This is an optimization exercise on Yosys and OpenROAD, whose aim is a short achievable clock period and few clock cycles, not a production implementation.
The RTL was checked by simulation tests, not by an equivalence proof against the original design.
Power and IR drop assume default switching activity.

==> run A <==
## scs_core
module scs_core (
    input  wire        clk,
    input  wire        rst,           
    input  wire [31:0] textsize,
    input  wire [31:0] datasize,
    input  wire [31:0] dataend,
    output wire        imem_en,
    output wire [31:0] imem_addr,
    input  wire [31:0] imem_rdata,
    output reg         dmem_en,
    output reg         dmem_we,
    output reg  [31:0] dmem_addr,
    output reg  [31:0] dmem_wdata,
    input  wire [31:0] dmem_rdata,
    output wire        halted,
    output wire        faulted,
    output reg  [2:0]  fault_kind,
    output reg  [31:0] fault_addr,
    output reg         warn_valid,
    output reg  [1:0]  warn_kind,
    output reg  [31:0] warn_addr,
    input  wire [4:0]  dbg_sel,
    output reg  [31:0] dbg_data
);
    localparam OP_NOP    = 6'd1;
    localparam OP_LOAD   = 6'd2;
    localparam OP_STORE  = 6'd3;
    localparam OP_ADD    = 6'd4;
    localparam OP_SUB    = 6'd5;
    localparam OP_BRANCH = 6'd6;
    localparam OP_CALL   = 6'd7;
    localparam OP_RET    = 6'd8;
    localparam OP_PUSH   = 6'd9;
    localparam OP_POP    = 6'd10;
    localparam OP_HALT   = 6'd11;
    localparam CC_UNKNOWN  = 2'd0;
    localparam CC_ZERO     = 2'd1;
    localparam CC_POSITIVE = 2'd2;
    localparam CC_NEGATIVE = 2'd3;
    localparam F_NONE      = 3'd0;
    localparam F_ILLEGAL   = 3'd2;
    localparam F_CONDITION = 3'd3;
    localparam F_IMMEDIATE = 3'd4;
    localparam F_SEGTEXT   = 3'd5;
    localparam F_SEGDATA   = 3'd6;
    localparam F_SEGSTACK  = 3'd7;
    localparam W_HALT       = 2'd1;
    localparam W_PUSHSTATIC = 2'd2;
    function valid_data(input [31:0] v);
        valid_data = (v[31] == 1'b0) && (v < datasize);
    endfunction
    function [1:0] sign_of(input [31:0] v);
        if (v == 32'd0)
            sign_of = CC_ZERO;
        else if (v[31])
            sign_of = CC_NEGATIVE;
        else
            sign_of = CC_POSITIVE;
    endfunction
    reg [31:0] regs [0:15];
  ...
export LEC_CHECK = 0
export ABC_CLOCK_PERIOD_IN_PS = 2500
export CAP_MARGIN = 20
export CORE_MARGIN = 2
export CORE_UTILIZATION = 38
export PLACE_DENSITY = 0.6
export SETUP_SLACK_MARGIN = 5
export SLEW_MARGIN = 20
create_clock -name core_clock -period 12.0 [get_ports {clk}]
standard.sh (not shown) runs the stock make flow with config.mk's settings and CLKGATE_MAP_FILE= SYNTH_SCRIPT=/design/flow/synth_recipe.tcl, a recipe that flattens the netlist after the stock synthesis.
==> flow/flow/run.sh <==
#!/bin/bash
set -euo pipefail
bash standard.sh synth > synth.log 2>&1
bash standard.sh finish \
    "BUFFER_PORTS_ARGS=-buffer_cell sky130_fd_sc_hd__buf_6" \
    SETUP_SLACK_MARGIN=5.5 > layout.log 2>&1
==> run F: changes against run A <==
--- a/flow/design.v
+++ b/flow/design.v
@@ -44,16 +44,35 @@
     localparam F_SEGTEXT   = 3'd5;
     localparam F_SEGDATA   = 3'd6;
     localparam F_SEGSTACK  = 3'd7;
     localparam W_HALT       = 2'd1;
     localparam W_PUSHSTATIC = 2'd2;
     function valid_data(input [31:0] v);
         valid_data = (v[31] == 1'b0) && (v < datasize);
     endfunction
+    function [31:0] ks_add(input [31:0] a, input [31:0] b, input cin);
+        reg [31:0] g, p, pp, gg;
+        integer n, d;
+        begin
+            p = a ^ b;
+            g = a & b;
+            g[0] = g[0] | (p[0] & cin);
+            pp = p;
+            for (d = 1; d < 32; d = d * 2) begin
+                gg = g;
+                for (n = d; n < 32; n = n + 1) begin
+                    g[n] = gg[n] | (pp[n] & gg[n - d]);
+                end
+                for (n = 31; n >= d; n = n - 1)
+                    pp[n] = pp[n] & pp[n - d];
+            end
+            ks_add = p ^ {g[30:0], cin};
+        end
+    endfunction
     function [1:0] sign_of(input [31:0] v);
         if (v == 32'd0)
             sign_of = CC_ZERO;
         else if (v[31])
             sign_of = CC_NEGATIVE;
         else
             sign_of = CC_POSITIVE;
     endfunction
@@ -80,20 +99,24 @@
     reg        e_valid;
     reg [31:0] e_pc;
     reg [31:0] e_pcn;
     reg        e_vtext;
     reg        e_imm;
     reg [3:0]  e_r;
     reg [31:0] e_ea;
     reg [31:0] e_val;          
+    reg [31:0] e_imm32;        
     reg        e_pred;         
     reg        e_rhint;        
     reg [1:0]  e_ccs;          
-    reg        e_late;         
+    reg        e_late;
+    reg        e_jq;           
+    reg        e_jqv;
+    reg [15:0] jvq;            
     reg [31:0] e_ptgt;
     reg        e_nop, e_alu, e_store, e_branch, e_call, e_ret, e_push, e_pop, e_halt, e_ill;
     reg [1:0]  e_aluop;        
     reg        x_memalu;
     reg [1:0]  x_aluop;
     reg        x_late;         
     reg [31:0] x_imm;
     reg [3:0]  x_rd;
@@ -108,44 +131,44 @@
     reg [31:0] wbd [0:WBN-1];
     reg        wait_ret;       
     reg        redir_q;        
     reg [31:0] redir_tgt;
     wire e_immalu = e_alu && e_imm && !e_late;    
     wire e_memalu = e_alu && !e_imm;              
     wire e_xalu   = e_memalu || (e_alu && e_late);  
     wire cond_bad = (e_r > 4'd6) || (e_r != 4'd0 && cc == CC_UNKNOWN);
-    reg  jump_c;
-    always @(*) begin
-        case (e_r)
-            4'd0: jump_c = 1'b1;
-            4'd1: jump_c = (cc == CC_ZERO);
-            4'd2: jump_c = (cc != CC_ZERO);
-            4'd3: jump_c = (cc == CC_POSITIVE);
-            4'd4: jump_c = (cc == CC_POSITIVE) || (cc == CC_ZERO);
-            4'd5: jump_c = (cc == CC_NEGATIVE);
-            4'd6: jump_c = (cc == CC_NEGATIVE) || (cc == CC_ZERO);
-            default: jump_c = 1'b0;
+    function cond_met(input [1:0] c_cc, input [3:0] c);
+        case (c)
+            4'd0: cond_met = 1'b1;
+            4'd1: cond_met = (c_cc == CC_ZERO);
+            4'd2: cond_met = (c_cc != CC_ZERO);
+            4'd3: cond_met = (c_cc == CC_POSITIVE);
+            4'd4: cond_met = (c_cc == CC_POSITIVE) || (c_cc == CC_ZERO);
+            4'd5: cond_met = (c_cc == CC_NEGATIVE);
+            4'd6: cond_met = (c_cc == CC_NEGATIVE) || (c_cc == CC_ZERO);
+            default: cond_met = 1'b0;
         endcase
-    end
+    endfunction
+    wire jump_c = e_jq;
     wire push_ok = sp_pushok;
     wire pop_ok  = sp_popok;
     wire ea_ok   = valid_data(e_ea);
     wire ras_hit = ras_v[ras_top] && (ras_s[ras_top] == sp);
     wire [31:0] ras_top_d = ras_d[ras_top];
     wire e_needcc = (e_branch || e_call) && (e_r != 4'd0);
     wire e_usesp  = e_call || e_ret || e_push || e_pop;
     wire e_port   = e_memalu || e_store || e_call || e_ret || e_push || e_pop;
     wire x_wr15   = x_memalu && (x_rd == 4'd15);
     integer c;
     wire e_two    = (e_push && !e_imm) || e_pop;
     wire e_wany   = e_store || e_call || (e_push && e_imm);
     wire e_wbfull = (e_wany && wbv[WBN-1] && x_wr2) ||
                     (e_two && (wbv[WBN-1] || (wbv[WBN-2] && x_wr2)));
-    wire e_stall  = e_valid && ((e_needcc && x_memalu) ||
+    wire e_stall  = e_valid && ((e_needcc && (x_memalu || !e_jqv)) ||
                                 (e_usesp && (x_wr15 || !sp_fv)) ||
                                 e_wbfull);
     wire e_commit = e_valid && !e_stall;
     reg        f_fault;
     reg [2:0]  f_kind;
     always @(*) begin
         f_fault = 1'b0;
         f_kind  = F_NONE;
@@ -201,28 +224,30 @@
     wire [31:0] e_rval  = (x_memalu && x_rd == e_r) ? x_res : regs[e_r];
     wire [31:0] e_sdata = e_rval;
     wire [31:0] e_wdata = e_call ? e_pcn : e_store ? e_sdata : e_val;
     wire e_rmem = e_memalu || (e_push && !e_imm) || e_pop || e_ret;
     wire [31:0] e_raddr = (e_pop || e_ret) ? sp_inc : e_ea;
     wire e_spchg = e_call_t || e_ret || e_push || e_pop;
     wire e_wreg  = e_ok && (e_immalu || e_spchg);
     wire [3:0]  e_wreg_idx = e_immalu ? e_r : 4'd15;
-    wire [31:0] e_wreg_val = e_immalu ? e_val :
+    wire [31:0] e_wreg_val = e_immalu ? e_res :
                              (e_ret || e_pop) ? sp_inc : sp_dec;
     wire e_setcc = e_ok && e_immalu;
+    wire [31:0] e_res = (e_aluop == 2'd1) ? ks_add(e_val, e_imm32, 1'b0) :
+                        (e_aluop == 2'd2) ? ks_add(e_val, ~e_imm32, 1'b1) : e_val;
     wire [31:0] sp_nx = (e_ret || e_pop) ? sp_inc : sp_dec;    
     wire [31:0] md = fwd_sel ? fwd_d : dmem_rdata;
     reg  [31:0] x_acc;
     wire [31:0] x_opd = x_late ? x_imm : md;
     reg  [31:0] x_res;
     always @(*) begin
         case (x_aluop)
-            2'd1:    x_res = x_acc + x_opd;
-            2'd2:    x_res = x_acc - x_opd;
+            2'd1:    x_res = ks_add(x_acc, x_opd, 1'b0);
+            2'd2:    x_res = ks_add(x_acc, ~x_opd, 1'b1);
             default: x_res = md;
         endcase
     end
     wire       e_rsp  = e_pop || e_ret;
     wire       fx_hit = x_wr2 && (e_rsp ? (x_waddr == sp_inc) : (x_waddr == e_ea));
     wire [WBN-1:0] fb_hit;
     genvar g;
     generate
@@ -323,86 +348,90 @@
     end
     wire d_rd_ri = d_idx;
     wire d_rd_r  = d_imm && (d_add || d_sub);
     wire d_haz   = d_rd_ri && pend[d_ri];
     wire d_late  = d_rd_r && pend[d_r];
     wire d_rhint = (d_pop || d_ret) && d_spsafe && d_slothit;
     wire e_fwd   = e_valid && e_immalu;
     wire e_fwdsp = e_valid && (e_push || e_pop || e_ret || e_call_t);
-    wire [31:0] rf_ri = (e_fwd && e_r == d_ri) ? e_val :
+    wire [31:0] rf_ri = (e_fwd && e_r == d_ri) ? e_res :
                         (e_fwdsp && d_ri == 4'd15) ? sp_nx : regs[d_ri];
-    wire [31:0] rf_r  = (e_fwd && e_r == d_r) ? e_val :
+    wire [31:0] rf_r  = (e_fwd && e_r == d_r) ? e_res :
                         (e_fwdsp && d_r == 4'd15) ? sp_nx : regs[d_r];
-    wire [31:0] d_ea = d_idx ? rf_ri + d_off : d_abs;
+    wire [31:0] d_ea = d_idx ? ks_add(rf_ri, d_off, 1'b0) : d_abs;
     reg  [31:0] d_val;
     always @(*) begin
         if (d_imm && (d_load || d_push || d_late))
             d_val = d_immv;
-        else if (d_imm && d_add)
-            d_val = rf_r + d_immv;
-        else if (d_imm && d_sub)
-            d_val = rf_r - d_immv;
         else
             d_val = rf_r;
     end
     wire [31:0] z_or  = rf_r | d_immv;
     wire [31:0] z_xor = rf_r ^ d_immv;
     wire d_zero = (d_load || d_push) ? (d_immv == 32'd0) :
                   d_sub ? (rf_r == d_immv) :
                   (z_xor == {z_or[30:0], 1'b0});
-    wire [1:0] d_ccs = d_zero ? CC_ZERO : d_val[31] ? CC_NEGATIVE : CC_POSITIVE;
+    wire d_neg = (d_load || d_push) ? d_immv[31] : rf_r[31];
+    wire [1:0] d_ccs = d_zero ? CC_ZERO : d_neg ? CC_NEGATIVE : CC_POSITIVE;
     wire e_pop_now = e_valid && e_ret;
     wire [1:0]  ras_ptop = e_pop_now ? ras_top - 2'd1 : ras_top;
     wire        ras_pv   = ras_v[ras_ptop];
     wire [31:0] ras_pd   = ras_d[ras_ptop];
-    wire       ccd_known = (e_valid && e_immalu) ||
-                           !((e_valid && e_xalu) || x_memalu);
-    wire [1:0] ccd       = (e_valid && e_immalu) ? e_ccs : cc;
-    reg  [15:0] jv;
-    always @(*) begin
-        jv = 16'hFFFF;
-        if (ccd_known && ccd != CC_UNKNOWN) begin
-            jv[1] = (ccd == CC_ZERO);
-            jv[2] = (ccd != CC_ZERO);
-            jv[3] = (ccd == CC_POSITIVE);
-            jv[4] = (ccd == CC_POSITIVE) || (ccd == CC_ZERO);
-            jv[5] = (ccd == CC_NEGATIVE);
-            jv[6] = (ccd == CC_NEGATIVE) || (ccd == CC_ZERO);
-        end
-    end
-    wire d_pbc  = (d_branch || d_call) && !d_imm && !d_idx && jv[d_r];
+    wire d_pbc  = (d_branch || d_call) && !d_imm && !d_idx && jvq[d_r];
     wire d_pret = d_ret && ras_pv && !(e_valid && e_call);
     wire d_pred = d_valid && (d_pbc || d_pret);
     wire [31:0] d_ptgt = d_pbc ? d_abs : ras_pd;
     wire flush_d = e_redirect || e_stop || e_retmiss;
     wire [31:0] d_pcn  = d_pc + 32'd1;
     wire [31:0] f_base = redir_q ? redir_tgt : d_valid ? d_pcn : pc_q;
     wire s_abs  = !e_fredir && d_valid && d_pbc;
     wire s_ras  = !e_fredir && d_valid && d_pret;
     wire s_base = !e_fredir && !d_pred;
     assign imem_addr = ({32{e_fredir}} & e_tgt) | ({32{s_abs}} & d_abs) |
                        ({32{s_ras}} & ras_pd) | ({32{s_base}} & f_base);
     wire   hold_d    = d_valid && e_stall;
     assign imem_en   = running && !wait_ret && !hold_d;
     wire d_vtext = (d_pc[31] == 1'b0) && (d_pc < textsize);
     wire d_go    = d_valid && !flush_d && !d_haz && !e_stall;
+    wire        ne_load   = !e_stall;                  
+    wire        ne_valid  = !e_stop && (ne_load ? (d_valid && !flush_d) : e_valid);
+    wire [3:0]  ne_r      = ne_load ? d_r : e_r;
+    wire        ne_immalu = ne_load ? (d_alu && d_imm && !d_late) : e_immalu;
+    wire        ne_xalu   = ne_load ? (d_alu && (!d_imm || d_late)) : e_xalu;
+    wire [1:0]  ne_ccs    = ne_load ? d_ccs : e_ccs;
+    wire        nx_memalu = e_ok && e_xalu;
+    wire        ccx       = x_memalu && !e_setcc;
+    wire [1:0]  n_cc      = e_setcc ? sign_of(e_res) : cc;
+    wire        nd_known  = (ne_valid && ne_immalu) ||
+                            !((ne_valid && ne_xalu) || nx_memalu || ccx);
+    wire [1:0]  nd_cc     = (ne_valid && ne_immalu) ? ne_ccs : n_cc;
+    reg  [15:0] n_jv;
+    integer v;
+    always @(*) begin
+        for (v = 0; v < 16; v = v + 1)
+            n_jv[v] = !nd_known || nd_cc == CC_UNKNOWN || v > 6 ||
+                      cond_met(nd_cc, v);
+    end
     integer i;
     always @(posedge clk) begin
         if (rst) begin
             for (i = 0; i < 15; i = i + 1)
                 regs[i] <= 32'd0;
             regs[15]   <= datasize - 32'd1;
             sp_fv      <= 1'b0;
             sp_inc     <= 32'd0;
             sp_dec     <= 32'd0;
             sp_pushok  <= 1'b0;
             sp_popok   <= 1'b0;
             sp_lowwarn <= 1'b0;
             cc         <= CC_UNKNOWN;
+            e_jq       <= 1'b0;
+            e_jqv      <= 1'b0;
+            jvq        <= 16'hFFFF;
             pc_arch    <= 32'd0;
             running    <= 1'b1;
             halt_q     <= 1'b0;
             fault_kind <= F_NONE;
             fault_addr <= 32'd0;
             warn_valid <= 1'b0;
             warn_kind  <= 2'd0;
             warn_addr  <= 32'd0;
@@ -473,17 +502,20 @@
                 wba[i] <= nwa[i];
                 wbd[i] <= nwd[i];
             end
             fwd_sel <= e_hit;
             fwd_d   <= e_hitd;
             if (e_wreg)
                 regs[e_wreg_idx] <= e_wreg_val;
             if (e_setcc)
-                cc <= sign_of(e_val);
+                cc <= sign_of(e_res);
+            e_jq  <= cond_met(n_cc, ne_r);
+            e_jqv <= !ccx;
+            jvq  <= n_jv;
             x_memalu  <= e_ok && e_xalu;
             x_aluop   <= e_aluop;
             x_late    <= e_late;
             x_acc     <= e_rval;
             x_imm     <= e_val;
             x_rd      <= e_r;
             x_wr2     <= e_ok && ((e_push && !e_imm) || e_pop);
             x_waddr   <= e_push ? sp : e_ea;
@@ -542,16 +574,17 @@
                 e_vtext <= d_vtext;
                 e_imm   <= d_imm;
                 e_r     <= d_r;
                 e_ea    <= d_ea;
                 e_val   <= d_val;
                 e_pred  <= d_pred;
                 e_late  <= d_late;
                 e_ccs   <= d_ccs;
+                e_imm32 <= d_immv;
                 e_rhint <= d_rhint;
                 e_ptgt  <= d_ptgt;
                 e_nop   <= d_nop;
                 e_alu   <= d_alu;
                 e_store <= d_store;
                 e_branch <= d_branch;
                 e_call  <= d_call;
                 e_ret   <= d_ret;
CORE_UTILIZATION = 35   (was 38)
==> notes.md <==
|  | run A | run F |
|---|---|---|
| Amount of wire on met3 after detailed routing | 133,000 um | 119,000 um |
| Number of buffers inserted to repair setup after CTS | 223 | 233 |
| Buffers plus inverters on the worst setup path | 5 | 4 |
| Most common library cell in the layout ignoring fill and taps | nand2_1 | nor2_1 |
| Library cell with the highest instance count after synthesis | nand2_1 | nor2_1 |
| Share of power burned in registers | 35.5% | 35.3% |
| Fraction of final layout cells sized beyond drive strength 1 | 22.4% | 21.4% |
| Status | no timing/DRC/antenna violations | no timing/DRC/antenna violations |
| Min-Delay Path Depth | 0 | 2 |
| Total number of vias | 138k | 134k |
| Drt via density | 7.07 | 6.72 |
| # resized after CTS | 754 | 716 |
| Initial antenna violation count | 93 | 83 |
| Average instance area after synthesis | 9.32 um^2 | 9.29 um^2 |
| FF-to-FF Start | regs[15][22] | regs[15][19] |
| Number of clock sinks seen by CTS | 1,860 | 1,888 |
| Seq Cell Count | 1,860 | 1,888 |
| Global routing usage on met3 | 21.6% | 16.0% |
| Number of cells in the design after placement | 18.6k | 19.1k |
| Portion of total power attributed to combinational logic | 28.9% | 30.5% |
| Signal buffers | 1,395 | 1,338 |
| Vias in the first global route | 123k | 122k |
| Tightest Pin Transition | 1.39 ns | 1.35 ns |
| Start point of the critical path | imem_rdata[8] | dbg_sel[0] |
| FP Rows | 217 | 226 |
| Setup crit end | imem_addr[22] | dbg_data[13] |
Testbench counts of run A, summed over its fixed seeds: cycles 59,037.
Testbench counts of run F, summed over its fixed seeds: cycles 59,215.

[port drivers added, routing unchanged]
Ports are ideal in the flow. The routed layouts listed here were re-timed in OpenROAD.
Step 1 sets driving cells, clkbuf_16 on the clock port and buf_2 on the other inputs (assumed; they add their load-dependent delay and slew).
Step 2 times the ports against the registers' clock, not the clock port: input delays grow and output delays shrink by t, the midpoint of the rising clock arrivals with the driver on.
Three values: ideal ports, drivers, drivers and shift; two values: the first two.
run	shift t [ns]	slack for setup (ns)	worst hold slack (ns)	clock arrival spread, ns	worst slew at a driven data input, ns
run A	1.127	4.847 / 4.316 / 3.539	0.417 / 0.417 / 0.417	0.086 / 0.086	0.62
run F	1.092	4.919 / 4.671 / 3.679	0.465 / 0.465 / 0.465	0.174 / 0.174	0.52
After both steps every run listed still meets setup and hold. The setup slack of run A, which loses most, moves by -0.531 ns with the drivers and by -1.308 ns with both steps.
